This is an optimization exercise on Yosys and OpenROAD, whose aim is a short achievable clock period and few clock cycles per item, not a production implementation. Only simulation tests tie the RTL to the original design; equivalence was not proved. No activity file was given, so power comes from the tool's default toggle rates.

**design/flow/constraint.sdc**
```tcl
create_clock -name core_clock -period 7.0 [get_ports {clk}]
set_input_delay 1.4000 -clock core_clock [delete_from_list [all_inputs] [get_ports {clk}]]
set_output_delay 1.4000 -clock core_clock [all_outputs]
set_load 0.01 [all_outputs]
```
**design/flow/config.mk**
```make
export PLATFORM = sky130hd
export DESIGN_NAME = py_rast
export DESIGN_NICKNAME = py_rast
export VERILOG_FILES = /design/flow/design.v
export SDC_FILE = /design/flow/constraint.sdc
export NUM_CORES = 4
export LEC_CHECK = 0
export ABC_CLOCK_PERIOD_IN_PS = 2600
export CAP_MARGIN = 20
export CORE_MARGIN = 2
export CORE_UTILIZATION = 60
export SETUP_SLACK_MARGIN = 4.5
export SLEW_MARGIN = 20
export TNS_END_PERCENT = 20
```
**design/flow/design.v**
```verilog
module py_rast (
    input  wire        clk,
    input  wire        rst,           
    input  wire        start,         
    input  wire        flip_screen,
    input  wire [15:0] clear_index,   
    input  wire [9:0]  fb_w,          
    input  wire [8:0]  fb_h,          
    input  wire [9:0]  clip_min_x,
    input  wire [9:0]  clip_max_x,
    input  wire [8:0]  clip_min_y,
    input  wire [8:0]  clip_max_y,
    output reg         busy,
    output reg         done,          
    output reg  [7:0]  result,        
    output reg  [11:0] ram_addr,
    input  wire [7:0]  ram_rdata,
    output reg  [13:0] rom_addr,
    input  wire [7:0]  rom_rdata,
    output reg         fb_we,
    output reg  [8:0]  fb_x,
    output reg  [7:0]  fb_y,
    output reg  [15:0] fb_data
);
    localparam NS = 16;              
    localparam [1:0] M_IDLE = 2'd0, M_CHECK = 2'd1, M_LOADY = 2'd2, M_RUN = 2'd3;
    localparam [1:0] L_IDLE = 2'd0, L_HIT = 2'd1, L_RUN = 2'd2, L_READY = 2'd3;
    localparam [1:0] O_LY = 2'd0, O_TILE = 2'd1, O_SPR = 2'd2;
    localparam [1:0] F_T = 2'd0, F_Y = 2'd1, F_PB = 2'd2, F_X = 2'd3;
    reg [1:0]  mode;
    reg        flip;
    reg [15:0] clr;
    reg [9:0]  fbw, cminx, cmaxx;
    reg [8:0]  fbh, cminy, cmaxy;
    reg [9:0]  wm1;                  
    reg [7:0]  lb_last;
    reg [10:0] relk;                 
    reg        has_tiles;            
    reg [4:0]  tx0, tx1;             
    reg        rt0_v, rt1_v, rt2_v;
    reg [1:0]  rt0_o, rt1_o, rt2_o;
    reg [1:0]  rt0_f, rt1_f, rt2_f;  
    reg        rt0_a, rt1_a, rt2_a;  
    reg        rt0_last, rt1_last, rt2_last;
    reg [7:0]  ram_q, rom_q;
    reg        ot0_v, ot1_v, ot2_v;
    reg        ot0_t, ot1_t, ot2_t;  
    reg [2:0]  ot0_i, ot1_i, ot2_i;  
    reg [1:0]  ot0_s, ot1_s, ot2_s;  
    reg [8*128-1:0] ysr;
    reg [6:0]  ly_cnt;
    reg        ly_issue;
    reg        te_run;
    reg [7:0]  te_line;
    reg [4:0]  te_x;                 
    reg [2:0]  te_occ;               
    reg [1:0]  te_wp, te_rp;
    reg [6:0]  te_sh;                
    reg [4:0]  te_ac;                
    reg [4:0]  te_ar;
    reg [1:0]  te_as;
    reg [2:0]  te_ssy;               
    reg [7:0]  te_code;              
    reg [2:0]  te_csy;
    reg [1:0]  te_cs;
    reg [3:0]  tf_v;
    reg [8*4-1:0]  tf_attr;
    reg [32*4-1:0] tf_b;             
    reg [1:0]  lst;
    reg [7:0]  l_line;
    reg [9:0]  lbp;                  
    reg [4:0]  h_hi, h_lo;           
    reg [3:0]  h_l;
    reg        h_pend;               
    reg        l_first;
    reg        l_more;
    reg [4:0]  p_cnt;                
    reg [127:0] hitv;
    reg [15:0] gany;
    reg [47:0] glo;
    reg [6:0]  k_reg;
    reg        k_any;
    reg [1:0]  k_wait;
    reg        hc_v;
    reg [6:0]  hc_k;
    reg        f_busy;
    reg [1:0]  f_i;
    reg [6:0]  f_k;
    reg        nxt_v;
    reg [7:0]  nxt_t, nxt_pb, nxt_y, nxt_x;
    reg        cur_v;
    reg [5:0]  cur_t;
    reg [7:0]  cur_pb;
    reg [3:0]  cur_sy;
    reg [10:0] cur_rel;
    reg [2:0]  cur_n;
    reg [63:0] stg;                  
    reg [7:0]  cp_pb;
    reg [10:0] cp_rel;
    reg        cm_pend;
    reg signed [10:0] sp_min, sp_max;    
    reg signed [10:0] cp_ns, cp_ne;      
    reg [1:0]  rdy_cnt;
    reg [9:0]  ps_ms, ps_me, ps_me0;
    reg [9:0]  cminx_m1;
    reg [9:0]  ps_ox0, ps_pm1;
    reg        ps_one;
    reg [NS-1:0]    sh_v;
    reg [NS*64-1:0] sh_pat;
    reg [NS*8-1:0]  sh_pb;
    reg [NS*11-1:0] sh_rel;
    reg [NS-1:0]    ac_v;
    reg [NS*64-1:0] ac_pat;
    reg [NS*8-1:0]  ac_pb;
    reg [NS*11-1:0] ac_rel;
    reg [NS-1:0]    ac_cov;          
    reg             pb_ld;
    reg             l_go;            
    reg             hv_r;            
    reg        o_act;
    reg [9:0]  ox;
    reg        o_last_r;
    reg [9:0]  o_pm1;                
    reg [7:0]  o_line;
    reg        o_first, o_final;
    reg        o_tile_r;             
    reg        q_v, q_first, q_flast;
    reg [8:0]  q_x;
    reg [7:0]  q_y;
    reg [3:0]  q_td;
    reg [7:0]  q_ta;
    reg        q_top;
    reg [NS*4-1:0] q_sd;
    reg [NS-1:0]   q_sop;
    reg        r_v, r_first, r_flast, r_any, r_top;
    reg [8:0]  r_x;
    reg [7:0]  r_y;
    reg [11:0] r_val;
    reg [11:0] r_tv;
    wire fb_bad   = (fbw == 10'd0) || (fbw > 10'd512) ||
                    (fbh == 9'd0)  || (fbh > 9'd256);
    wire clip_bad = !(cminx < cmaxx && cmaxx <= fbw &&
                      cminy < cmaxy && cmaxy <= fbh);
    wire t_start   = (mode == M_RUN) && te_run && (te_occ != 3'd4) &&
                     !(te_sh[0] || te_sh[1] || te_sh[2]);
    wire t_ram     = t_start || te_sh[0];
    wire t_rom     = te_sh[3] || te_sh[4] || te_sh[5] || te_sh[6];
    wire [1:0] t_ri = te_sh[4] ? 2'd1 : te_sh[5] ? 2'd2 : te_sh[6] ? 2'd3 : 2'd0;
    wire       o_tile  = o_tile_r;
    wire [1:0] hd_s    = te_rp;
    wire       adv     = o_act && (!o_tile || hv_r);
    wire       pop     = adv && o_tile && ((ox[2:0] == 3'd7) || o_last_r);
    wire       swap    = l_go && (!o_act || (adv && o_last_r));
    wire       tf_set  = ot2_v && ot2_t && (ot2_i[1:0] == 2'd3);
    wire [3:0] tf_v_n  = (tf_v | (tf_set ? (4'd1 << ot2_s) : 4'd0)) &
                         ~(pop ? (4'd1 << te_rp) : 4'd0);
    wire [1:0] rp_n    = te_rp + {1'b0, pop};
    wire cur_fin   = cur_v && (cur_n == 3'd7) && !t_rom;
    wire consume   = nxt_v && (!cur_v || cur_fin);
    wire spr_ready = k_any && (k_wait == 2'd0);
    wire f_start   = (lst == L_RUN) && !f_busy && (!nxt_v || consume) &&
                     spr_ready && !p_cnt[4] && !t_ram;
    wire picks_end = p_cnt[4] || (!k_any && (k_wait == 2'd0));
    wire l_drained = picks_end && (k_wait == 2'd0) && !f_busy && !nxt_v && !cur_v &&
                     !(ot0_v && !ot0_t) && !(ot1_v && !ot1_t) && !(ot2_v && !ot2_t) && !cm_pend && !hc_v;
    reg [127:0] hit_now;
    integer hk;
    always @(*) begin
        for (hk = 0; hk < 128; hk = hk + 1)
            hit_now[hk] = ((ysr[hk*8 + 4 +: 4] == h_hi) && (ysr[hk*8 +: 4] <= h_l)) ||
                          ((ysr[hk*8 + 4 +: 4] == h_lo) && (ysr[hk*8 +: 4] >  h_l));
    end
    reg [15:0] ga_n;
    reg [47:0] gl_n;
    integer gg, gb;
    always @(*) begin
        for (gg = 0; gg < 16; gg = gg + 1) begin
            ga_n[gg] = |hitv[gg*8 +: 8];
            gl_n[gg*3 +: 3] = 3'd0;
            for (gb = 7; gb >= 0; gb = gb - 1)
                if (hitv[gg*8 + gb]) gl_n[gg*3 +: 3] = gb[2:0];
        end
    end
    reg [3:0] gsel;
    always @(*) begin
        gsel = 4'd0;
        for (gg = 15; gg >= 0; gg = gg - 1)
            if (gany[gg]) gsel = gg[3:0];
    end
    wire [3:0]  nty   = lbp[3:0] - (nxt_y[3:0] ^ {4{flip}});
    wire [3:0]  n_sy  = nty ^ {4{flip}};
    wire [10:0] n_rel = ({3'b000, nxt_x} ^ {11{~flip}}) + relk;
    wire [4:0] te_r  = te_line[7:3] ^ {5{flip}};
    wire [2:0] te_sy = te_line[2:0] ^ {3{flip}};
    wire [4:0] te_c  = te_x ^ {5{flip}};
    reg [63:0] stg_s;
    integer rp, rq, rb0, rb1;
    always @(*) begin
        for (rp = 0; rp < 16; rp = rp + 1)
            for (rq = 0; rq < 4; rq = rq + 1) begin
                rb0 = 16*(rp/4) + ((rq >= 2) ? 8 : 0) + ((rq % 2) ? 3 : 7) - (rp % 4);
                rb1 = 16*((15-rp)/4) + ((rq >= 2) ? 8 : 0) + ((rq % 2) ? 3 : 7) - ((15-rp) % 4);
                stg_s[rb0] = flip ? stg[rb1] : stg[rb0];
            end
    end
    wire [7:0] rom_tf = flip ? {rom_q[4], rom_q[5], rom_q[6], rom_q[7],
                                rom_q[0], rom_q[1], rom_q[2], rom_q[3]}
                             : rom_q;
    reg  [31:0] hd_b;
    reg  [7:0]  hd_a;
    always @(*) begin
        case (hd_s)
            2'd0: begin hd_b = tf_b[31:0];   hd_a = tf_attr[7:0];   end
            2'd1: begin hd_b = tf_b[63:32];  hd_a = tf_attr[15:8];  end
            2'd2: begin hd_b = tf_b[95:64];  hd_a = tf_attr[23:16]; end
            default: begin hd_b = tf_b[127:96]; hd_a = tf_attr[31:24]; end
        endcase
    end
    function [3:0] pix4;
        input [15:0] g;    
        input [1:0]  p;
        case (p)
            2'd0: pix4 = {g[11], g[15], g[3], g[7]};
            2'd1: pix4 = {g[10], g[14], g[2], g[6]};
            2'd2: pix4 = {g[9],  g[13], g[1], g[5]};
            default: pix4 = {g[8], g[12], g[0], g[4]};
        endcase
    endfunction
    wire [3:0]  t_d   = pix4(ox[2] ? hd_b[31:16] : hd_b[15:0], ox[1:0]);
    reg [NS*4-1:0] s_d;
    reg [NS-1:0]   s_op;
    reg [3:0]  sx_i;
    reg [10:0] rel_i;
    reg [63:0] pat_i;
    integer si;
    always @(*) begin
        for (si = 0; si < NS; si = si + 1) begin
            rel_i = ac_rel[si*11 +: 11];
            pat_i = ac_pat[si*64 +: 64];
            sx_i  = rel_i[3:0];
            case (sx_i[3:2])
                2'd0: s_d[si*4 +: 4] = pix4(pat_i[15:0],  sx_i[1:0]);
                2'd1: s_d[si*4 +: 4] = pix4(pat_i[31:16], sx_i[1:0]);
                2'd2: s_d[si*4 +: 4] = pix4(pat_i[47:32], sx_i[1:0]);
                default: s_d[si*4 +: 4] = pix4(pat_i[63:48], sx_i[1:0]);
            endcase
            s_op[si] = ac_v[si] && ac_cov[si] && (s_d[si*4 +: 4] != 4'd0);
        end
    end
    reg        w_any;
    reg [11:0] w_val;
    integer wi;
    always @(*) begin
        w_any = 1'b0;
        w_val = 12'd0;
        for (wi = 0; wi < NS; wi = wi + 1)
            if (q_sop[wi]) begin
                w_any = 1'b1;
                w_val = {ac_pb[wi*8 +: 8], q_sd[wi*4 +: 4]};
            end
    end
    integer ai;
    always @(posedge clk) begin
        if (mode == M_IDLE && start) begin
            flip  <= flip_screen;
            clr   <= clear_index;
            fbw   <= fb_w;
            fbh   <= fb_h;
            cminx <= clip_min_x;
            cmaxx <= clip_max_x;
            cminy <= clip_min_y;
            cmaxy <= clip_max_y;
        end
        if (mode == M_CHECK) begin
            wm1       <= cmaxx - cminx - 10'd1;
            cminx_m1  <= cminx - 10'd1;
            lb_last   <= cmaxy[7:0] - 8'd1;
            relk      <= flip ? ({1'b0, cminx} - 11'd240) : ({1'b0, cminx} + 11'd1);
            has_tiles <= !cminx[9] && !cminx[8];
            tx0       <= cminx[7:3];
            tx1       <= (cmaxx > 10'd256) ? 5'd31 : ((cmaxx - 10'd1) >> 3);
        end
        ram_q <= ram_rdata;
        rom_q <= rom_rdata;
        if (rt2_v && rt2_o == O_LY)
            ysr <= {ram_q ^ {8{flip}}, ysr[8*128-1:8]};
        h_hi <= lbp[8:4];
        h_lo <= lbp[8:4] - 5'd1;
        h_l  <= lbp[3:0];
        gany  <= ga_n;
        glo   <= gl_n;
        k_reg <= {gsel, glo[gsel*3 +: 3]};
        k_any <= |gany;
        if (t_start) begin
            te_ac  <= te_c;
            te_ar  <= te_r;
            te_as  <= te_wp;
            te_ssy <= te_sy;
        end
        if (rt2_v && rt2_o == O_TILE) begin
            if (!rt2_a) begin
                te_code <= ram_q;
                te_csy  <= te_ssy;
                te_cs   <= rt2_f;
            end
        end
        for (ai = 0; ai < 4; ai = ai + 1)
            if (rt2_v && rt2_o == O_TILE && rt2_a && rt2_f == ai)
                tf_attr[ai*8 +: 8] <= ram_q;
        for (ai = 0; ai < 16; ai = ai + 1)
            if (ot2_v && ot2_t && {ot2_s, ot2_i[1:0]} == ai)
                tf_b[ai*8 +: 8] <= rom_tf;
        if (rt2_v && rt2_o == O_SPR) begin
            case (rt2_f)
                F_T:  nxt_t  <= ram_q;
                F_Y:  nxt_y  <= ram_q;
                F_PB: nxt_pb <= ram_q;
                default: nxt_x <= ram_q;
            endcase
        end
        if (consume) begin
            cur_t   <= nxt_t[5:0];
            cur_pb  <= nxt_pb;
            cur_sy  <= n_sy;
            cur_rel <= n_rel;
        end
        if (cur_v && !t_rom && cur_n == 3'd7) begin
            cp_pb  <= cur_pb;
            cp_rel <= cur_rel;
            cp_ns  <= 11'sd0 - $signed(cur_rel);
            cp_ne  <= 11'sd15 - $signed(cur_rel);
        end
        for (ai = 0; ai < 8; ai = ai + 1)
            if (ot2_v && !ot2_t && ot2_i == ai)
                stg[ai*8 +: 8] <= rom_q;
        if (swap) begin
            sp_min <= 11'sd1023;
            sp_max <= -11'sd1024;
        end else if (cm_pend) begin
            if (cp_ns < sp_min) sp_min <= cp_ns;
            if (cp_ne > sp_max) sp_max <= cp_ne;
        end
        if (rdy_cnt == 2'd3) begin
            if (l_first) begin
                ps_ms  <= 10'd0;
                ps_me0 <= wm1;
            end else begin
                ps_ms  <= (sp_min < 0) ? 10'd0 :
                          (sp_min > $signed({1'b0, wm1})) ? wm1 : sp_min[9:0];
                ps_me0 <= (sp_max > $signed({1'b0, wm1})) ? wm1 :
                          (sp_max < 0) ? 10'd0 : sp_max[9:0];
            end
        end
        if (rdy_cnt == 2'd2) begin
            ps_me  <= (ps_me0 < ps_ms) ? ps_ms : ps_me0;
            ps_ox0 <= cminx + ps_ms;
        end
        if (rdy_cnt == 2'd1) begin
            ps_pm1 <= cminx_m1 + ps_me;
            ps_one <= (ps_me == ps_ms);
        end
        if (cm_pend) begin
            sh_pat <= {stg_s, sh_pat[NS*64-1:64]};
            sh_pb  <= {cp_pb, sh_pb[NS*8-1:8]};
            sh_rel <= {cp_rel, sh_rel[NS*11-1:11]};
        end else if (rdy_cnt == 2'd1) begin
            for (ai = 0; ai < NS; ai = ai + 1)
                sh_rel[ai*11 +: 11] <= sh_rel[ai*11 +: 11] + {1'b0, ps_ms};
        end
        if (swap) begin
            ac_pat <= sh_pat;
        end
        if (pb_ld)
            ac_pb <= sh_pb;
        if (swap) begin
            ac_rel <= sh_rel;
            for (ai = 0; ai < NS; ai = ai + 1)
                ac_cov[ai] <= sh_rel[ai*11 + 4 +: 7] == 7'd0;
        end else if (adv) begin
            for (ai = 0; ai < NS; ai = ai + 1) begin
                ac_rel[ai*11 +: 11] <= ac_rel[ai*11 +: 11] + 11'd1;
                ac_cov[ai] <= (ac_rel[ai*11 +: 11] == 11'h7FF) ||
                              ((ac_rel[ai*11 + 4 +: 7] == 7'd0) && (ac_rel[ai*11 +: 4] != 4'hF));
            end
        end
        q_x     <= ox[8:0];
        q_y     <= o_line;
        q_first <= o_first;
        q_flast <= o_final && o_last_r;
        q_td    <= t_d;
        q_ta    <= hd_a;
        q_top   <= o_tile && (t_d != 4'd0);
        q_sd    <= s_d;
        q_sop   <= s_op;
        r_x     <= q_x;
        r_y     <= q_y;
        r_first <= q_first;
        r_flast <= q_flast;
        r_any   <= w_any;
        r_val   <= w_val;
        r_top   <= q_top;
        r_tv    <= {q_ta, q_td};
    end
    always @(posedge clk) begin
        if (rst) begin
            mode     <= M_IDLE;
            busy     <= 1'b0;
            done     <= 1'b0;
            result   <= 8'd0;
            fb_we    <= 1'b0;
            fb_x     <= 9'd0;
            fb_y     <= 8'd0;
            fb_data  <= 16'd0;
            ram_addr <= 12'd0;
            rom_addr <= 14'd0;
            rt0_v    <= 1'b0;
            rt1_v    <= 1'b0;
            rt2_v    <= 1'b0;
            rt0_o    <= 2'd0;
            rt1_o    <= 2'd0;
            rt2_o    <= 2'd0;
            rt0_f    <= 2'd0;
            rt1_f    <= 2'd0;
            rt2_f    <= 2'd0;
            rt0_a    <= 1'b0;
            rt1_a    <= 1'b0;
            rt2_a    <= 1'b0;
            rt0_last <= 1'b0;
            rt1_last <= 1'b0;
            rt2_last <= 1'b0;
            ot0_v    <= 1'b0;
            ot1_v    <= 1'b0;
            ot2_v    <= 1'b0;
            ot0_t    <= 1'b0;
            ot1_t    <= 1'b0;
            ot2_t    <= 1'b0;
            ot0_i    <= 3'd0;
            ot1_i    <= 3'd0;
            ot2_i    <= 3'd0;
            ot0_s    <= 2'd0;
            ot1_s    <= 2'd0;
            ot2_s    <= 2'd0;
            ly_cnt   <= 7'd0;
            ly_issue <= 1'b0;
            te_run   <= 1'b0;
            te_line  <= 8'd0;
            te_x     <= 5'd0;
            te_occ   <= 3'd0;
            te_wp    <= 2'd0;
            te_rp    <= 2'd0;
            te_sh    <= 7'd0;
            tf_v     <= 4'd0;
            lst      <= L_IDLE;
            l_line   <= 8'd0;
            lbp      <= 10'd0;
            l_first  <= 1'b0;
            l_more   <= 1'b0;
            h_pend   <= 1'b0;
            p_cnt    <= 5'd0;
            rdy_cnt  <= 2'd0;
            hitv     <= 128'd0;
            k_wait   <= 2'd0;
            hc_v     <= 1'b0;
            hc_k     <= 7'd0;
            f_busy   <= 1'b0;
            f_i      <= 2'd0;
            f_k      <= 7'd0;
            nxt_v    <= 1'b0;
            cur_v    <= 1'b0;
            cur_n    <= 3'd0;
            cm_pend  <= 1'b0;
            sh_v     <= {NS{1'b0}};
            ac_v     <= {NS{1'b0}};
            pb_ld    <= 1'b0;
            l_go     <= 1'b0;
            hv_r     <= 1'b0;
            r_v      <= 1'b0;
            o_act    <= 1'b0;
            ox       <= 10'd0;
            o_last_r <= 1'b0;
            o_line   <= 8'd0;
            o_first  <= 1'b0;
            o_final  <= 1'b0;
            o_tile_r <= 1'b0;
            q_v      <= 1'b0;
        end else begin
            done  <= 1'b0;
            fb_we <= 1'b0;
            rt0_v <= 1'b0;
            rt1_v <= rt0_v;
            rt1_o <= rt0_o;
            rt1_f <= rt0_f;
            rt1_a <= rt0_a;
            rt1_last <= rt0_last;
            rt2_v <= rt1_v;
            rt2_o <= rt1_o;
            rt2_f <= rt1_f;
            rt2_a <= rt1_a;
            rt2_last <= rt1_last;
            ot0_v <= 1'b0;
            ot1_v <= ot0_v;
            ot1_t <= ot0_t;
            ot1_i <= ot0_i;
            ot1_s <= ot0_s;
            ot2_v <= ot1_v;
            ot2_t <= ot1_t;
            ot2_i <= ot1_i;
            ot2_s <= ot1_s;
            case (mode)
                M_IDLE: begin
                    if (start) begin
                        busy <= 1'b1;
                        mode <= M_CHECK;
                    end
                end
                M_CHECK: begin
                    if (fb_bad) begin
                        result <= 8'h02;
                        done   <= 1'b1;
                        busy   <= 1'b0;
                        mode   <= M_IDLE;
                    end else if (clip_bad) begin
                        result <= 8'h03;
                        done   <= 1'b1;
                        busy   <= 1'b0;
                        mode   <= M_IDLE;
                    end else begin
                        result   <= 8'h00;
                        ly_cnt   <= 7'd0;
                        ly_issue <= 1'b1;
                        mode     <= M_LOADY;
                    end
                end
                M_LOADY: begin
                    if (ly_issue) begin
                        ram_addr <= {1'b1, 2'b00, ly_cnt[6], ly_cnt[5:0], 2'b10};
                        rt0_v    <= 1'b1;
                        rt0_o    <= O_LY;
                        rt0_last <= (ly_cnt == 7'd127);
                        ly_cnt   <= ly_cnt + 7'd1;
                        if (ly_cnt == 7'd127) ly_issue <= 1'b0;
                    end
                    if (rt2_v && rt2_last) begin
                        mode    <= M_RUN;
                        l_line  <= cminy[7:0];
                        lbp     <= {2'b00, cminy[7:0]} + (flip ? 10'd15 : 10'd0);
                        lst     <= L_HIT;
                        h_pend  <= 1'b1;
                        te_run  <= has_tiles;
                        te_line <= cminy[7:0];
                        te_x    <= tx0;
                        te_occ  <= 3'd0;
                        te_wp   <= 2'd0;
                        sh_v    <= {NS{1'b0}};
                    end
                end
                default: ;
            endcase
            te_sh <= {te_sh[5:0], t_start};
            if (t_start) begin
                ram_addr <= {2'b00, te_r, te_c};
                rt0_v    <= 1'b1;
                rt0_o    <= O_TILE;
                rt0_a    <= 1'b0;
                rt0_f    <= te_wp;
                rt0_last <= 1'b0;
                te_wp    <= te_wp + 2'd1;
                if (te_x == tx1) begin
                    te_x    <= tx0;
                    te_line <= te_line + 8'd1;
                    if (te_line == lb_last) te_run <= 1'b0;
                end else begin
                    te_x <= te_x + 5'd1;
                end
            end else if (te_sh[0]) begin
                ram_addr <= {2'b01, te_ar, te_ac};
                rt0_v    <= 1'b1;
                rt0_o    <= O_TILE;
                rt0_a    <= 1'b1;
                rt0_f    <= te_as;
                rt0_last <= 1'b0;
            end
            if (t_rom) begin
                rom_addr <= {1'b0, t_ri[0], te_code, t_ri[1] ^ flip, te_csy};
                ot0_v    <= 1'b1;
                ot0_t    <= 1'b1;
                ot0_i    <= {1'b0, t_ri};
                ot0_s    <= te_cs;
            end
            tf_v  <= tf_v_n;
            te_rp <= rp_n;
            hv_r  <= tf_v_n[rp_n];
            te_occ <= te_occ + (t_start ? 3'd1 : 3'd0) - (pop ? 3'd1 : 3'd0);
            if (mode == M_LOADY) begin
                te_rp <= 2'd0;
                tf_v  <= 4'd0;
                hv_r  <= 1'b0;
            end
            if (k_wait != 2'd0) k_wait <= k_wait - 2'd1;
            if (lst == L_HIT && h_pend) begin
                h_pend  <= 1'b0;
            end else if (lst == L_HIT) begin
                hitv    <= hit_now;
                k_wait  <= 2'd3;
                p_cnt   <= 5'd0;
                l_first <= 1'b1;
                lst     <= L_RUN;
            end
            hc_v <= f_start;
            hc_k <= k_reg;
            if (hc_v) hitv[hc_k] <= 1'b0;
            if (f_start) begin
                f_busy   <= 1'b1;
                f_i      <= 2'd1;
                f_k      <= k_reg;
                k_wait   <= 2'd3;
                p_cnt    <= p_cnt + 5'd1;
                ram_addr <= {1'b1, 2'b00, k_reg[6], k_reg[5:0], 2'b00};
                rt0_v    <= 1'b1;
                rt0_o    <= O_SPR;
                rt0_f    <= F_T;
                rt0_a    <= 1'b0;
                rt0_last <= 1'b0;
            end else if (f_busy && f_i != 2'd0 && !t_ram) begin
                rt0_v <= 1'b1;
                rt0_o <= O_SPR;
                rt0_a <= 1'b0;
                case (f_i)
                    2'd1: begin
                        ram_addr <= {1'b1, 2'b00, f_k[6], f_k[5:0], 2'b10};
                        rt0_f    <= F_Y;
                        rt0_last <= 1'b0;
                    end
                    2'd2: begin
                        ram_addr <= {1'b1, 2'b00, f_k[6], f_k[5:0], 2'b01};
                        rt0_f    <= F_PB;
                        rt0_last <= 1'b0;
                    end
                    default: begin
                        ram_addr <= {1'b1, 2'b00, f_k[6], f_k[5:0], 2'b11};
                        rt0_f    <= F_X;
                        rt0_last <= 1'b1;
                    end
                endcase
                f_i <= f_i + 2'd1;
            end
            if (rt2_v && rt2_o == O_SPR && rt2_last) begin
                nxt_v  <= 1'b1;
                f_busy <= 1'b0;
            end
            if (cur_v && !t_rom) begin
                rom_addr <= {1'b1, cur_n[0], cur_t, cur_sy[3], cur_n[2:1], cur_sy[2:0]};
                ot0_v    <= 1'b1;
                ot0_t    <= 1'b0;
                ot0_i    <= cur_n;
                cur_n    <= cur_n + 3'd1;
                if (cur_n == 3'd7) cur_v <= 1'b0;
            end
            if (consume) begin
                cur_v <= 1'b1;
                cur_n <= 3'd0;
                nxt_v <= 1'b0;
            end
            cm_pend <= ot2_v && !ot2_t && (ot2_i == 3'd7);
            if (cm_pend)
                sh_v <= {1'b1, sh_v[NS-1:1]};
            if (rdy_cnt != 2'd0) rdy_cnt <= rdy_cnt - 2'd1;
            if (lst == L_READY && rdy_cnt == 2'd1) l_go <= 1'b1;
            if (lst == L_RUN && l_drained) begin
                lst     <= L_READY;
                l_more  <= k_any;
                rdy_cnt <= 2'd3;
            end
            pb_ld <= swap;
            q_v   <= adv;
            if (adv) begin
                ox <= ox + 10'd1;
                o_last_r <= (ox == o_pm1);
                o_tile_r <= o_first && !ox[9] && !ox[8] && (ox[7:0] != 8'hFF);
                if (o_last_r) begin
                    o_act    <= 1'b0;
                    o_last_r <= 1'b0;
                end
            end
            if (swap) begin
                o_act    <= 1'b1;
                ox       <= ps_ox0;
                o_last_r <= ps_one;
                o_pm1    <= ps_pm1;
                o_line   <= l_line;
                o_first  <= l_first;
                o_tile_r <= l_first && !ps_ox0[9] && !ps_ox0[8];
                o_final  <= (l_line == lb_last) && !l_more;
                ac_v     <= sh_v;
                l_go     <= 1'b0;
                sh_v     <= {NS{1'b0}};
                p_cnt    <= 5'd0;
                if (l_more) begin
                    l_first <= 1'b0;
                    lst     <= L_RUN;
                end else if (l_line == lb_last) begin
                    lst     <= L_IDLE;
                end else begin
                    l_line  <= l_line + 8'd1;
                    lbp     <= lbp + 10'd1;
                    lst     <= L_HIT;
                    h_pend  <= 1'b1;
                end
            end
            r_v <= q_v;
            if (r_v) begin
                fb_we   <= r_first || r_any;
                fb_x    <= r_x;
                fb_y    <= r_y;
                fb_data <= r_any ? {4'd0, r_val} : (r_top ? {4'd0, r_tv} : clr);
                if (r_flast) begin
                    done <= 1'b1;
                    busy <= 1'b0;
                    mode <= M_IDLE;
                end
            end
        end
    end
endmodule
```
**design/flow/run.sh**
```bash
#!/bin/bash
# synth_recipe.tcl (not shown) runs the flow's synth.tcl, then flattens the netlist and writes it again
# the make line also repeats each setting of config.mk as NAME=value (left out here)
make -C /OpenROAD-flow-scripts/flow DESIGN_CONFIG=/design/flow/config.mk WORK_HOME=/design/flow/orfs CLKGATE_MAP_FILE= SYNTH_SCRIPT=/design/flow/synth_recipe.tcl finish
```
==> results.toml, run 1 <==
[synthesis]
synthTopCellsByArea = "edfxtp_1 61%, dfxtp_1 6.5%, ha_1 5.5%"
synth_area_leader_cell = "edfxtp_1"
syn-cell-area_um2 = 206000
synth_most_common_cell = "edfxtp_1"
synth_edf_count = 4227
async_reset_ff_share_pct = 0
ys_seq_elements = 4898
synth-main-ff-cell = "edfxtp_1"
synth_top_area_share_pct = 61.5
synth_cell_types = 97
ys_warn_count = 1
postSynthAreaPerCell_um2 = 14.3
ys_seq_area_share_pct = 68.0
synth_top_cells_by_count = "4227 x edfxtp_1, 983 x xnor2_1, 901 x ha_1, 775 x nand2_1, 700 x o21ai_0"
netlist_instances = 14500

[critical_path]
cp-start-kind = "flop"
reg2reg_depth = 15
r2r-end = "sh_rel[105]"
cpMaxStageDelayCell = "dfxtp_4"
crit_family = "flip-flops"
crit_chain = "buf_6"
critical_path_buf_inv_count = 1
rr_startpoint = "ps_ms[0]"
path_max_fanout = 2
worstPathRequired_ns = 5.60
setup.worst_path.class = "flop to output pin"
endpoint_kind = "output pin"
arrival_ns = 1.52
critPathMaxStageDelay_ns = 0.38
r2r_slack_ns = 4.20

[detailed_routing]
maxUsedRoutingLayer = "met5"
m1WireLength_mm = 232
drc = 0
routed-wl-met3_mm = 47.3
viasPerCell = 6.31
route.met2.wl_mm = 258
dr.pass1.iters = 9
drt_iter0_drc = 14900
vias = 127000
drtAntennaViolNets = 0
wirelength_mm = 557
wl_per_cell_um = 27.8

[clock_tree]
cts_buffer_depth = 4
clockRootBuffer = "clkbuf_16"
cts.sinks = 4898
htreeDepth = 5
numCtsBuffers = 482
insertion_delay_ns = 1.01
cts.clk_slew.worst_paths_ns = 0.06
cts_tree = "done"
cts_hold_buf = 0

[floorplan]
die_y_um = 591
core_um2 = 343000
start_util_pct = 60.3
ios = 163
fp.dieW_um = 591
row_count = 215
die-area_um2 = 349000

[timing]
finalSetupViolCount = 0
fin_worst_skew_ns = 0.0545
worst_pin_slew_ns = 1.27
final.setup.tns_ns = 0
rsz0062_at_grt = "yes"
fin_crit_ns = 2.92
slew_headroom_pct = 15.7
slew_viol_final = 0
fin_crit_sh_pct = 41.7
fmax_ghz = 0.343
finalHoldViolCount = 0
layout_setup_ws_ns = 4.08

[power]
p_leak_uw = 0.0791
irDropWorstVdd_mv = 0.225
power_density_nw_per_um2 = 275
power_uw = 65100

[flow_run]
maxCapViolCount = 0

[worst_hold_path]
holdPathEnd = "r_x[7]"
hold_path_depth = 0
hp-class = "flop to flop"
worstHoldStart = "q_x[7]"

[place]
dp_cells = 18800
portBuffers = 156
pre_cts_slack_ns = 3.39
place_congestion = 0.887
place_hpwl_mm = 339

[global_route]
grt_usage_pct = 30.8
grt_max_degree = 197
grt_pass1_vias = 124000
overflow = 0
antenna_found_initial = 35
grt_pass1_wl_mm = 800

[cells_and_area]
syn_to_final_growth_pct = 14.6
utilization_pct = 69.1
fillCellCount = 23200
fin_nets = 16100
instances_no_fill = 20100
layout-drive-gt1-share_pct = 13.7
largestRegisters = "ac_pat: 1024 flops, sh_pat: 1024 flops, ysr: 1024 flops"

[status]
status = "complete, no violations"
-- area by class of cell --
type,instances,area [um^2],share of cell area (%)
Antenna cell,16,40.0,0.0169
Clock buffer,663,13400,5.68
Clock inverter,242,2040,0.861
Inverter,467,1880,0.794
Multi-Input combinational cell,8541,65000,27.4
Sequential cell,4898,141000,59.4
Tap cell,4557,5700,2.41
Timing Repair Buffer,668,7870,3.33
Timing Repair inverter,11,179,0.0756
-- metrics by stage --
step / instance area, um^2 / hold WS (ns)
after CTS: 233000 / 0.314
after detailed placement: 213000 / 0.312
after global routing: 237000 / 0.326
final: 237000 / 0.314
after global placement: 213000 / 0.310
after floorplan: 207000 / 0.310
-- cells by family after synthesis --
kind of cell / count (synthesis) / synth area share [%]
buf+inv: 1033 / 1.95
fa+ha+maj: 924 / 5.68
xor+xnor: 1453 / 6.16
mux: 462 / 2.54
other cells: 1 / 0.00182
simple gates: 3151 / 7.36
compound gates: 2540 / 8.33
flops: 4898 / 68.0
-- metal layers --
layer,track usage [%],vias to the layer above
li1,-,56000
met3,5.19,1069
met1,43.6,63800
met2,48.9,5712
met4,10.2,12
met5,0,-
-- worst max-delay path by stage --
stage | from | endpoint | slack, ns | cells past startpoint
global placement | flip | cur_rel[10] | 3.40 | 11
CTS | fb_x[2] | fb_x[2] | 3.99 | 1
detailed placement | flip | cur_rel[10] | 3.39 | 11
global route | fb_x[2] | fb_x[2] | 4.01 | 1
finish | fb_x[2] | fb_x[2] | 4.08 | 1
floorplan | rt2_v | ysr[0] | -19.40 | 1
-- repair_timing --
action                     in CTS  in global routing
cloned                         35                 14
setup buffers                 136                199
setup endpoints to repair    3471               3345
pin swaps                     168                177
resized for setup             918                508
-- power by group --
part / switching [uW] / internal [uW] / leakage [uW] / total, uW
sequential: 920 / 32500 / 0.0414 / 33400
clock: 11100 / 14300 / 0.00761 / 25400
combinational: 3670 / 2520 / 0.0301 / 6190
-- cells in the final DEF, fill, tap and decap left out, types with 68 or more instances in the layout --
master,netlist,routed
a211oi_1,175,144
a22oi_1,81,81
nor4_1,227,202
clkbuf_1,402,122
clkbuf_16,0,505
buf_4,16,311
nand4_1,163,163
nand3_1,431,426
xor2_1,470,468
a2111oi_0,106,78
clkinv_1,7,85
clkdlybuf4s50_1,0,91
o21ai_0,700,563
edfxtp_1,4227,4227
buf_6,2,112
inv_1,459,418
ha_4,0,73
o21ai_2,0,74
nor2_1,691,674
ha_1,901,801
clkinv_2,0,100
mux2_2,178,172
a21oi_1,430,381
xnor2_1,983,979
nand2_1,775,768
nor2b_1,263,257
o21a_1,345,344
dfxtp_1,671,577
mux2i_1,253,248
buf_12,0,68
nor3_1,337,326
a222oi_1,205,205
Testbench counts, summed over its fixed seeds: cycles 1,484,893, frames 24.
==> inputs of run 2 (changes only) <==
--- a/design/flow/config.mk
+++ b/design/flow/config.mk
@@ -10,4 +10,4 @@
 export CORE_MARGIN = 2
-export CORE_UTILIZATION = 60
-export SETUP_SLACK_MARGIN = 4.5
+export CORE_UTILIZATION = 70
+export SETUP_SLACK_MARGIN = 4.6
 export SLEW_MARGIN = 20
==> results.toml, run 2 <==
[status]
status = "complete, no violations"

[synthesis]
synth_most_common_cell = "edfxtp_1"
ys_warn_count = 1
synth_edf_count = 4227
synth-main-ff-cell = "edfxtp_1"
synth_top_cells_by_count = "4227 x edfxtp_1, 983 x xnor2_1, 901 x ha_1, 775 x nand2_1, 700 x o21ai_0"
synth_area_leader_cell = "edfxtp_1"
syn-cell-area_um2 = 206000
ys_seq_elements = 4898
netlist_instances = 14500
ys_seq_area_share_pct = 68.0
async_reset_ff_share_pct = 0
synthTopCellsByArea = "edfxtp_1 61%, dfxtp_1 6.5%, ha_1 5.5%"
synth_top_area_share_pct = 61.5
postSynthAreaPerCell_um2 = 14.3
synth_cell_types = 97

[power]
irDropWorstVdd_mv = 0.250
power.share.switching_pct = 24.4
p_leak_uw = 0.0796
power_density_nw_per_um2 = 277
clockPowerShare_pct = 39.0
p_comb_share_pct = 10.0
p_seq_share_pct = 51.0
p_int_uw = 49700
p_sw_uw = 16100

[worst_hold_path]
hp-class = "flop to flop"

[timing]
worst_pin_slew_ns = 1.16
rsz0062_at_grt = "yes"
fin_crit_sh_pct = 41.3
fin_worst_skew_ns = 0.0844
slew_headroom_pct = 22.9
finalSetupViolCount = 0
finalHoldViolCount = 0
final.setup.tns_ns = 0
slew_viol_final = 0
fmax_ghz = 0.346
fin_crit_ns = 2.89

[detailed_routing]
drtAntennaViolNets = 0
drt_iter0_drc = 19300
drc = 0
wirelength_mm = 571
viasPerCell = 6.75
wl_per_cell_um = 29.3
vias = 132000
dr.pass1.iters = 10

[place]
postPlaceCellArea_um2 = 212000
dp_cells = 18100
place_congestion = 0.909
portBuffers = 156
place_hpwl_mm = 335

[floorplan]
die-area_um2 = 299000
die_y_um = 547
row_count = 199
core_um2 = 294000
start_util_pct = 70.3
ios = 163
fp.dieW_um = 547

[critical_path]
path_max_fanout = 6
worstPathRequired_ns = 7.85
endpoint_kind = "flop"
setup.worst_path.class = "flop to flop"
arrival_ns = 3.74
r2r_slack_ns = 4.11
cp-start-kind = "flop"

[global_route]
antenna_found_initial = 36
grt_pass1_wl_mm = 812
grt_max_degree = 189
grt_usage_pct = 36.4
overflow = 0
grt_pass1_vias = 128000

[cells_and_area]
final_common_cell = "edfxtp_1"
layout-drive-gt1-share_pct = 14.9
fin_nets = 16200
instances_no_fill = 19500
syn_to_final_growth_pct = 14.8
final_cell_mix = "4227 x edfxtp_1, 976 x xnor2_1, 792 x ha_1, 768 x nand2_1, 671 x nor2_1"
largestRegisters = "ac_pat: 1024 flops, sh_pat: 1024 flops, ysr: 1024 flops"
fin_area_um2 = 237000

[clock_tree]
htreeDepth = 5
clockRootBuffer = "clkbuf_16"
cts_buffer_depth = 4
cts_hold_buf = 0
cts.clk_slew.worst_paths_ns = 0.06
cts_tree = "done"
numCtsBuffers = 464
insertion_delay_ns = 1.03
cts.sinks = 4898

[flow_run]
maxCapViolCount = 0
==> run 2: worst max-delay path: stages, from the launching register on <==
cell and delay (ns):
edfxtp_1 0.50, inv_2 0.11, ha_4 0.23, buf_6 0.15, a222oi_1 0.47, mux2i_2 0.31, mux4_2 0.65, o41a_1 0.34
==> run 2: worst paths after layout <==
kind                   start       end  depth (start not counted)
setup reg to reg  ac_rel[23]  q_sop[2]                          7
hold / removal       q_ta[1]   r_tv[5]                          0
setup / recovery  ac_rel[23]  q_sop[2]                          7
hold reg to reg      q_ta[1]   r_tv[5]                          0
==> run 2: logic make-up (layout without fill, tap and decap cells) <==
logic type / Yosys count / count (layout) / share of synthesized area (%)
mux: 462 / 462 / 2.54
fa+ha+maj: 924 / 924 / 5.68
compound gates: 2540 / 2541 / 8.33
simple gates: 3151 / 3156 / 7.36
buf+inv: 1033 / 2135 / 1.95
flops: 4898 / 4898 / 68.0
other cells: 1 / 17 / 0.00182
xor+xnor: 1453 / 1453 / 6.16
==> run 2: final cells by class <==
type                            count  area, um^2
Tap cell                         3919        4900
Multi-Input combinational cell   8542       65600
Fill cell                       15400       56700
Timing Repair inverter             10         111
Inverter                          467        1880
Antenna cell                       11        27.5
Clock buffer                      610       12700
Timing Repair Buffer              782        8690
Clock inverter                    266        2650
Sequential cell                  4898      141000
==> run 2: what timing repair did <==
action / CTS / global route
resized for setup: 1061 / 500
cloned: 43 / 7
buffers inserted: 197 / 250
pin swaps: 180 / 332
endpoints found under the setup margin: 3637 / 2896
==> run 2: layer usage <==
metal	GRT usage (%)	part of all wire, %
met5	0	0.025
met4	16.4	5.4
met3	6.73	11
met2	57.0	46
met1	50.3	37
==> run 2: metrics by stage <==
step                      hold slack [ns]  setup slack (ns)  power, uW  util [%]
after floorplan                     0.310            -19.40      37500         -
after global placement              0.313              3.42      39200      72.3
after detailed placement            0.312              3.33      39400      72.3
after CTS                           0.320              4.07      64800      79.2
after global routing                0.323              4.07      67400      80.7
final                               0.310              4.11      65700      80.7
==> run 2: power groups by stage <==
stage	logic, uW	registers (uW)	clock network [uW]
floorplan	3810	33700	0
global placement	5100	34000	0
detailed placement	5320	34100	0
CTS	5840	33500	25500
global route	7050	33600	26700
finish	6560	33500	25600
==> inputs of run 3 (changes only) <==
--- a/design/flow/design.v
+++ b/design/flow/design.v
@@ -73,3 +73,4 @@
     reg [3:0]  h_l;
-    reg        h_pend;               
+    reg [1:0]  h_pend;               
+    reg [127:0] hit_pre;
     reg        l_first;
@@ -105,2 +106,3 @@
     reg [9:0]  cminx_m1;
+    reg [NS-1:0] rc6;                
     reg [9:0]  ps_ox0, ps_pm1;
@@ -134,7 +136,13 @@
     reg [NS-1:0]   q_sop;
-    reg        r_v, r_first, r_flast, r_any, r_top;
+    reg        r_v, r_first, r_flast, r_top;
     reg [8:0]  r_x;
     reg [7:0]  r_y;
-    reg [11:0] r_val;
+    reg [3:0]  r_gany;
+    reg [47:0] r_gval;
     reg [11:0] r_tv;
+    reg        u_v, u_first, u_flast, u_any, u_top;
+    reg [8:0]  u_x;
+    reg [7:0]  u_y;
+    reg [11:0] u_val;
+    reg [11:0] u_tv;
     wire fb_bad   = (fbw == 10'd0) || (fbw > 10'd512) ||
@@ -249,5 +257,18 @@
     end
+    reg [3:0]  g_any;
+    reg [47:0] g_val;
+    integer wi, wg;
+    always @(*) begin
+        for (wg = 0; wg < 4; wg = wg + 1) begin
+            g_any[wg] = 1'b0;
+            g_val[wg*12 +: 12] = 12'd0;
+            for (wi = 0; wi < 4; wi = wi + 1)
+                if (q_sop[wg*4 + wi]) begin
+                    g_any[wg] = 1'b1;
+                    g_val[wg*12 +: 12] = {ac_pb[(wg*4 + wi)*8 +: 8], q_sd[(wg*4 + wi)*4 +: 4]};
+                end
+        end
+    end
     reg        w_any;
     reg [11:0] w_val;
-    integer wi;
     always @(*) begin
@@ -255,6 +276,6 @@
         w_val = 12'd0;
-        for (wi = 0; wi < NS; wi = wi + 1)
-            if (q_sop[wi]) begin
+        for (wg = 0; wg < 4; wg = wg + 1)
+            if (r_gany[wg]) begin
                 w_any = 1'b1;
-                w_val = {ac_pb[wi*8 +: 8], q_sd[wi*4 +: 4]};
+                w_val = r_gval[wg*12 +: 12];
             end
@@ -289,2 +310,3 @@
         h_l  <= lbp[3:0];
+        hit_pre <= hit_now;
         gany  <= ga_n;
@@ -365,5 +387,8 @@
             sh_rel <= {cp_rel, sh_rel[NS*11-1:11]};
+        end else if (rdy_cnt == 2'd2) begin
+            for (ai = 0; ai < NS; ai = ai + 1)
+                {rc6[ai], sh_rel[ai*11 +: 6]} <= {1'b0, sh_rel[ai*11 +: 6]} + {1'b0, ps_ms[5:0]};
         end else if (rdy_cnt == 2'd1) begin
             for (ai = 0; ai < NS; ai = ai + 1)
-                sh_rel[ai*11 +: 11] <= sh_rel[ai*11 +: 11] + {1'b0, ps_ms};
+                sh_rel[ai*11 + 6 +: 5] <= sh_rel[ai*11 + 6 +: 5] + {1'b0, ps_ms[9:6]} + {4'd0, rc6[ai]};
         end
@@ -398,6 +423,14 @@
         r_flast <= q_flast;
-        r_any   <= w_any;
-        r_val   <= w_val;
+        r_gany  <= g_any;
+        r_gval  <= g_val;
         r_top   <= q_top;
         r_tv    <= {q_ta, q_td};
+        u_x     <= r_x;
+        u_y     <= r_y;
+        u_first <= r_first;
+        u_flast <= r_flast;
+        u_any   <= w_any;
+        u_val   <= w_val;
+        u_top   <= r_top;
+        u_tv    <= r_tv;
     end
@@ -457,3 +490,3 @@
             l_more   <= 1'b0;
-            h_pend   <= 1'b0;
+            h_pend   <= 2'd0;
             p_cnt    <= 5'd0;
@@ -477,2 +510,3 @@
             r_v      <= 1'b0;
+            u_v      <= 1'b0;
             o_act    <= 1'b0;
@@ -547,3 +581,3 @@
                         lst     <= L_HIT;
-                        h_pend  <= 1'b1;
+                        h_pend  <= 2'd2;
                         te_run  <= has_tiles;
@@ -599,6 +633,6 @@
             if (k_wait != 2'd0) k_wait <= k_wait - 2'd1;
-            if (lst == L_HIT && h_pend) begin
-                h_pend  <= 1'b0;
+            if (lst == L_HIT && h_pend != 2'd0) begin
+                h_pend  <= h_pend - 2'd1;
             end else if (lst == L_HIT) begin
-                hitv    <= hit_now;
+                hitv    <= hit_pre;
                 k_wait  <= 2'd3;
@@ -706,3 +740,3 @@
                     lst     <= L_HIT;
-                    h_pend  <= 1'b1;
+                    h_pend  <= 2'd2;
                 end
@@ -710,8 +744,9 @@
             r_v <= q_v;
-            if (r_v) begin
-                fb_we   <= r_first || r_any;
-                fb_x    <= r_x;
-                fb_y    <= r_y;
-                fb_data <= r_any ? {4'd0, r_val} : (r_top ? {4'd0, r_tv} : clr);
-                if (r_flast) begin
+            u_v <= r_v;
+            if (u_v) begin
+                fb_we   <= u_first || u_any;
+                fb_x    <= u_x;
+                fb_y    <= u_y;
+                fb_data <= u_any ? {4'd0, u_val} : (u_top ? {4'd0, u_tv} : clr);
+                if (u_flast) begin
                     done <= 1'b1;
--- a/design/flow/config.mk
+++ b/design/flow/config.mk
@@ -10,3 +10,3 @@
 export CORE_MARGIN = 2
-export CORE_UTILIZATION = 70
+export CORE_UTILIZATION = 60
 export SETUP_SLACK_MARGIN = 4.6
==> results.toml, run 3 <==
[timing]
fin_crit_sh_pct = 41.9
fin_worst_skew_ns = 0.0565
finalSetupViolCount = 0
fin_crit_ns = 2.93
timing.hold.ws_ns = 0.325
finalHoldViolCount = 0
fmax_ghz = 0.341
slew_headroom_pct = 20.1
worst_pin_slew_ns = 1.19
layout_setup_ws_ns = 4.07
rsz0062_at_grt = "yes"
final.setup.tns_ns = 0
slew_viol_final = 0

[floorplan]
row_count = 217
start_util_pct = 60.3
die_y_um = 597
core_um2 = 349000
fp.dieW_um = 597
ios = 163
die-area_um2 = 356000

[clock_tree]
cts_hold_buf = 0
insertion_delay_ns = 1.05
numCtsBuffers = 534
cts.clk_slew.worst_paths_ns = 0.06
cts_buffer_depth = 4
clockRootBuffer = "clkbuf_16"
cts_tree = "done"
htreeDepth = 6
cts.sinks = 5128

[place]
pre_cts_slack_ns = 3.32
portBuffers = 156
place_hpwl_mm = 339
place_congestion = 0.907

[cells_and_area]
layout-drive-gt1-share_pct = 13.0
syn_to_final_growth_pct = 14.6
final_common_cell = "edfxtp_1"
final_cell_mix = "4243 x edfxtp_1, 1180 x nand2_1, 998 x xnor2_1, 820 x ha_1, 790 x dfxtp_1"
largestRegisters = "ac_pat: 1024 flops, sh_pat: 1024 flops, ysr: 1024 flops"
fin_nets = 16300

[synthesis]
netlist_instances = 14700
synth_cell_types = 94
synth_area_leader_cell = "edfxtp_1"
postSynthAreaPerCell_um2 = 14.4
ys_warn_count = 1
ys_seq_area_share_pct = 68.9
syn-cell-area_um2 = 211000
synth_edf_count = 4243
synth_top_cells_by_count = "4243 x edfxtp_1, 1188 x nand2_1, 1000 x xnor2_1, 885 x dfxtp_1, 885 x ha_1"
synth_top_area_share_pct = 60.5
synthTopCellsByArea = "edfxtp_1 60%, dfxtp_1 8.4%, ha_1 5.3%"
synth-main-ff-cell = "edfxtp_1"
async_reset_ff_share_pct = 0
synth_most_common_cell = "edfxtp_1"
ys_seq_elements = 5128

[detailed_routing]
drt_iter0_drc = 13800
wl_per_cell_um = 26.1
viasPerCell = 6.14
drtAntennaViolNets = 0
wirelength_mm = 530
dr.pass1.iters = 8
vias = 125000
drc = 0

[critical_path]
arrival_ns = 1.53
crit_chain = "buf_6"
crit_family = "flip-flops"
endpoint_kind = "output pin"
critPathMaxStageDelay_ns = 0.40
cpMaxStageDelayCell = "dfxtp_4"
worstPathRequired_ns = 5.60
path_max_fanout = 2
setup.worst_path.class = "flop to output pin"
cp-start-kind = "flop"
critical_path_buf_inv_count = 1

[flow_run]
maxCapViolCount = 0

[global_route]
grt_max_degree = 189
grt_pass1_wl_mm = 777
grt_usage_pct = 29.0
grt_pass1_vias = 123000
antenna_found_initial = 22
overflow = 0

[status]
status = "complete, no violations"

[power]
irDropWorstVdd_mv = 0.315
power_density_nw_per_um2 = 286
p_leak_uw = 0.0817

[worst_hold_path]
hp-class = "flop to flop"
==> run 3: area by class of cell <==
cell class,count,area [um^2]
Timing Repair Buffer,648,7360
Multi-Input combinational cell,8454,63400
Sequential cell,5128,145000
Clock inverter,252,2570
Clock buffer,729,15100
Timing Repair inverter,6,60.1
Inverter,485,1920
Fill cell,23700,108000
Tap cell,4599,5750
Antenna cell,5,12.5
==> run 3: cell families (layout without fill, tap and decap cells) <==
| logic type | after synthesis | count (layout) | synth area share, % |
|---|---|---|---|
| DFF | 5128 | 5128 | 68.9 |
| and+or+nand+nor | 3171 | 3178 | 7.00 |
| AOI/OAI and AO/OA | 2417 | 2418 | 7.85 |
| xor gates and xnor gates | 1464 | 1464 | 6.10 |
| buffers and inverters | 1084 | 2120 | 1.97 |
| adders and majority gates | 940 | 940 | 5.78 |
| muxes | 448 | 448 | 2.44 |
| other | 1 | 11 | 0.00178 |
==> run 3: stage by stage <==
step | area [um^2] | power, uW | std cells | utilization (%)
final | 242000 | 69000 | 20300 | 69.1
after global routing | 242000 | 71200 | 20300 | 69.1
after CTS | 238000 | 69100 | 20100 | 68.2
after detailed placement | 218000 | 40600 | 19000 | 62.3
after global placement | 218000 | 40400 | 19000 | 62.3
after floorplan | 211000 | 38900 | 14700 | -
==> run 3: what timing repair did <==
item / in CTS / in global routing
pin swaps: 54 / 133
endpoints found under the setup margin: 3760 / 2610
gates resized for setup: 663 / 359
cloned: 29 / 20
buffers inserted: 97 / 189
==> run 3: metal layers <==
metal,global-route usage [%],vias to the layer above,wire length [um]
met5,0,-,325
met4,9.66,8,18800
met3,4.34,934,38400
met2,45.2,4793,243000
met1,42.0,62800,230000
li1,-,56200,-
==> run 3: report_power, final <==
group,total (uW),switching (uW),internal (uW)
logic,5720,3390,2330
clock network,28400,11900,16600
registers,34900,885,34000
==> run 3: path summary, 6_finish.rpt <==
check                                    to  cells after the start  slack (ns)         from
worst max-delay path            rom_addr[4]                      1        4.07  rom_addr[4]
worst min-delay path                r_first                      0        0.32      q_first
worst max register to register     hitv[74]                      6        4.19      hc_k[5]
worst min register to register      r_first                      0        0.32      q_first
Testbench counts of run 3, summed over its fixed seeds: cycles 1,484,944, frames 24.
==> inputs of run 4 (changes only) <==
--- a/design/flow/config.mk
+++ b/design/flow/config.mk
@@ -10,3 +10,3 @@
 export CORE_MARGIN = 2
-export CORE_UTILIZATION = 60
+export CORE_UTILIZATION = 70
 export SETUP_SLACK_MARGIN = 4.6
==> results.toml, run 4 <==
[global_route]
grt_pass1_vias = 127000
overflow = 0
grt_usage_pct = 34.1
grt_max_degree = 202
antenna_found_initial = 11
grt_pass1_wl_mm = 785

[power]
p_leak_uw = 0.0812
power_uw = 68100
irDropWorstVdd_mv = 0.257
power_density_nw_per_um2 = 285

[synthesis]
synth_top_area_share_pct = 60.5
synth-main-ff-cell = "edfxtp_1"
ys_warn_count = 1
async_reset_ff_share_pct = 0
postSynthAreaPerCell_um2 = 14.4
syn-cell-area_um2 = 211000
synth_edf_count = 4243
synth_area_leader_cell = "edfxtp_1"
netlist_instances = 14700
ys_seq_elements = 5128
synth_most_common_cell = "edfxtp_1"
synthTopCellsByArea = "edfxtp_1 60%, dfxtp_1 8.4%, ha_1 5.3%"
synth_top_cells_by_count = "4243 x edfxtp_1, 1188 x nand2_1, 1000 x xnor2_1, 885 x dfxtp_1, 885 x ha_1"
ys_seq_area_share_pct = 68.9
synth_cell_types = 94

[floorplan]
die_y_um = 553
fp.dieW_um = 553
row_count = 201
core_um2 = 300000
ios = 163
die-area_um2 = 305000
start_util_pct = 70.3

[cells_and_area]
final_common_cell = "edfxtp_1"
largestRegisters = "ac_pat: 1024 flops, sh_pat: 1024 flops, ysr: 1024 flops"
fin_nets = 16200
final_cell_mix = "4243 x edfxtp_1, 1178 x nand2_1, 995 x xnor2_1, 824 x ha_1, 788 x dfxtp_1"
syn_to_final_growth_pct = 13.6
layout-drive-gt1-share_pct = 12.4
fillCellCount = 16100

[clock_tree]
cts.sinks = 5128
cts_tree = "done"
htreeDepth = 6
cts.clk_slew.worst_paths_ns = 0.06
numCtsBuffers = 518
insertion_delay_ns = 1.07
cts_buffer_depth = 4
clockRootBuffer = "clkbuf_16"

[detailed_routing]
drt_iter0_drc = 17400
drc = 0
drtAntennaViolNets = 0
wirelength_mm = 536
wl_per_cell_um = 27.4
dr.pass1.iters = 11
viasPerCell = 6.54
vias = 128000

[timing]
fin_crit_sh_pct = 41.6
fmax_ghz = 0.343
slew_viol_final = 0
fin_worst_skew_ns = 0.0748
finalSetupViolCount = 0
layout_setup_ws_ns = 4.09
final.setup.tns_ns = 0
fin_crit_ns = 2.91
finalHoldViolCount = 0
worst_pin_slew_ns = 1.19
rsz0062_at_grt = "yes"
timing.hold.ws_ns = 0.321
slew_headroom_pct = 20.6

[critical_path]
r2r_slack_ns = 4.13
crit_family = "flip-flops"
cp-start-kind = "flop"
crit_start = "rom_addr[4]"
setup.worst_path.class = "flop to output pin"
path_depth = 1
r2r-end = "q_sop[9]"
path_max_fanout = 2
reg2reg_depth = 7
endpoint_kind = "output pin"
cpMaxStageDelayCell = "dfxtp_4"
endpoint = "rom_addr[4]"
critical_path_buf_inv_count = 1
critPathMaxStageDelay_ns = 0.39
rr_startpoint = "ac_rel[99]"
worstPathRequired_ns = 5.60
crit_chain = "buf_6"
arrival_ns = 1.51

[place]
place_congestion = 0.967
pre_cts_slack_ns = 3.47
place_hpwl_mm = 329
portBuffers = 156

[flow_run]
maxCapViolCount = 0

[worst_hold_path]
hp-class = "flop to flop"

[status]
status = "complete, no violations"
-- run 4: changes by cell type in the layout (fill, tap and decap cells not counted), moves of 15 or more --
cell,change
buf_4,-47
clkbuf_16,-19
ha_4,-15
o41ai_1,-17
o41ai_2,+17
-- run 4: where the power goes --
part	total [uW]	switching (uW)	internal [uW]	leakage, uW
Sequential	34800	884	34000	0.0433
Combinational	5720	3420	2300	0.0296
Clock	27600	11800	15800	0.00825
-- run 4: per-stage QoR --
step	utilization, %	instances	instance area [um^2]
after CTS	79.0	19400	237000
after global placement	72.3	18300	217000
final	79.9	19600	239000
after floorplan	-	14700	211000
after global routing	79.9	19600	239000
after detailed placement	72.3	18300	217000
-- run 4: final cells by class --
class,instances,area [um^2],share of cell area [%]
repair buffers,594,7000,2.92
multi-input cells,8452,63300,26.4
diodes,5,12.5,0.00522
flip-flops and latches,5128,145000,60.7
repair inverters,5,55.1,0.0230
inverters,485,1900,0.792
clock buffers,710,14500,6.07
clock inverters,229,2390,0.998
well taps,3958,4950,2.07
-- run 4: logic make-up after synthesis --
group	synth area share [%]
and+or+nand+nor	7.00
DFF	68.9
xor gates and xnor gates	6.10
adders and majority gates	5.78
buffers and inverters	1.97
other	0.00178
AOI/OAI and AO/OA	7.85
muxes	2.44
-- run 4: repair_timing --
item | 4_1_cts | 5_1_grt
cloned | 35 | 16
hold buffers | 0 | 0
setup endpoints to repair | 3985 | 2586
pin swaps | 58 | 75
buffers inserted | 102 | 133
gates resized for setup | 676 | 306
-- run 4: worst min-delay path by stage --
stage,start,to,slack (ns),cells past startpoint
floorplan,q_first,r_first,0.31,0
global placement,r_x[7],u_x[7],0.31,0
detailed placement,q_y[1],r_y[1],0.31,0
CTS,q_x[7],r_x[7],0.32,0
global route,q_x[7],r_x[7],0.33,0
finish,q_x[7],r_x[7],0.32,0
-- run 4: routing by layer --
layer  track usage, %  routed length (um)  vias up
met2             53.2              249000     7120
met5                0                  34        -
met4             14.9               25900        6
met3             5.68               50600     1284
li1                 -                   -    56000
met1             47.8              210000    63600

-- re-timing with driven ports --
In the flow no input, the clock included, has a driving cell. The finished layouts below were timed again as built, in two steps. Step 1 sets driving cells, clkbuf_16 on the clock port and buf_2 on the other inputs (assumed; they add their load-dependent delay and slew). Step 2 adds t to the input delays and takes it off the output delays; t is the mean of the earliest and latest rising clock arrival at the registers after step 1. Input paths then give back, and output paths get back, about the clock's delay inside the block. Three values: ideal, step 1, step 2; two values: the first two.
run | shift t [ns] | setup WS [ns] | hold WS [ns] | worst setup path after step 2 | worst data-port slew with drivers (ns)
run 1 | 1.107 | 4.081 / 3.962 / 3.448 | 0.314 / 0.314 / 0.314 | input to register | 0.09
run 2 | 1.100 | 4.107 / 4.019 / 3.374 | 0.310 / 0.310 / 0.310 | input to register | 0.09
run 3 | 1.126 | 4.069 / 3.962 / 3.445 | 0.325 / 0.325 / 0.325 | input to register | 0.05
run 4 | 1.145 | 4.088 / 3.970 / 3.548 | 0.321 / 0.321 / 0.321 | input to register | 0.05
After both steps every run listed still meets setup and hold. The setup slack of run 2, which loses most, moves by -0.088 ns with the drivers and by -0.733 ns with both steps.
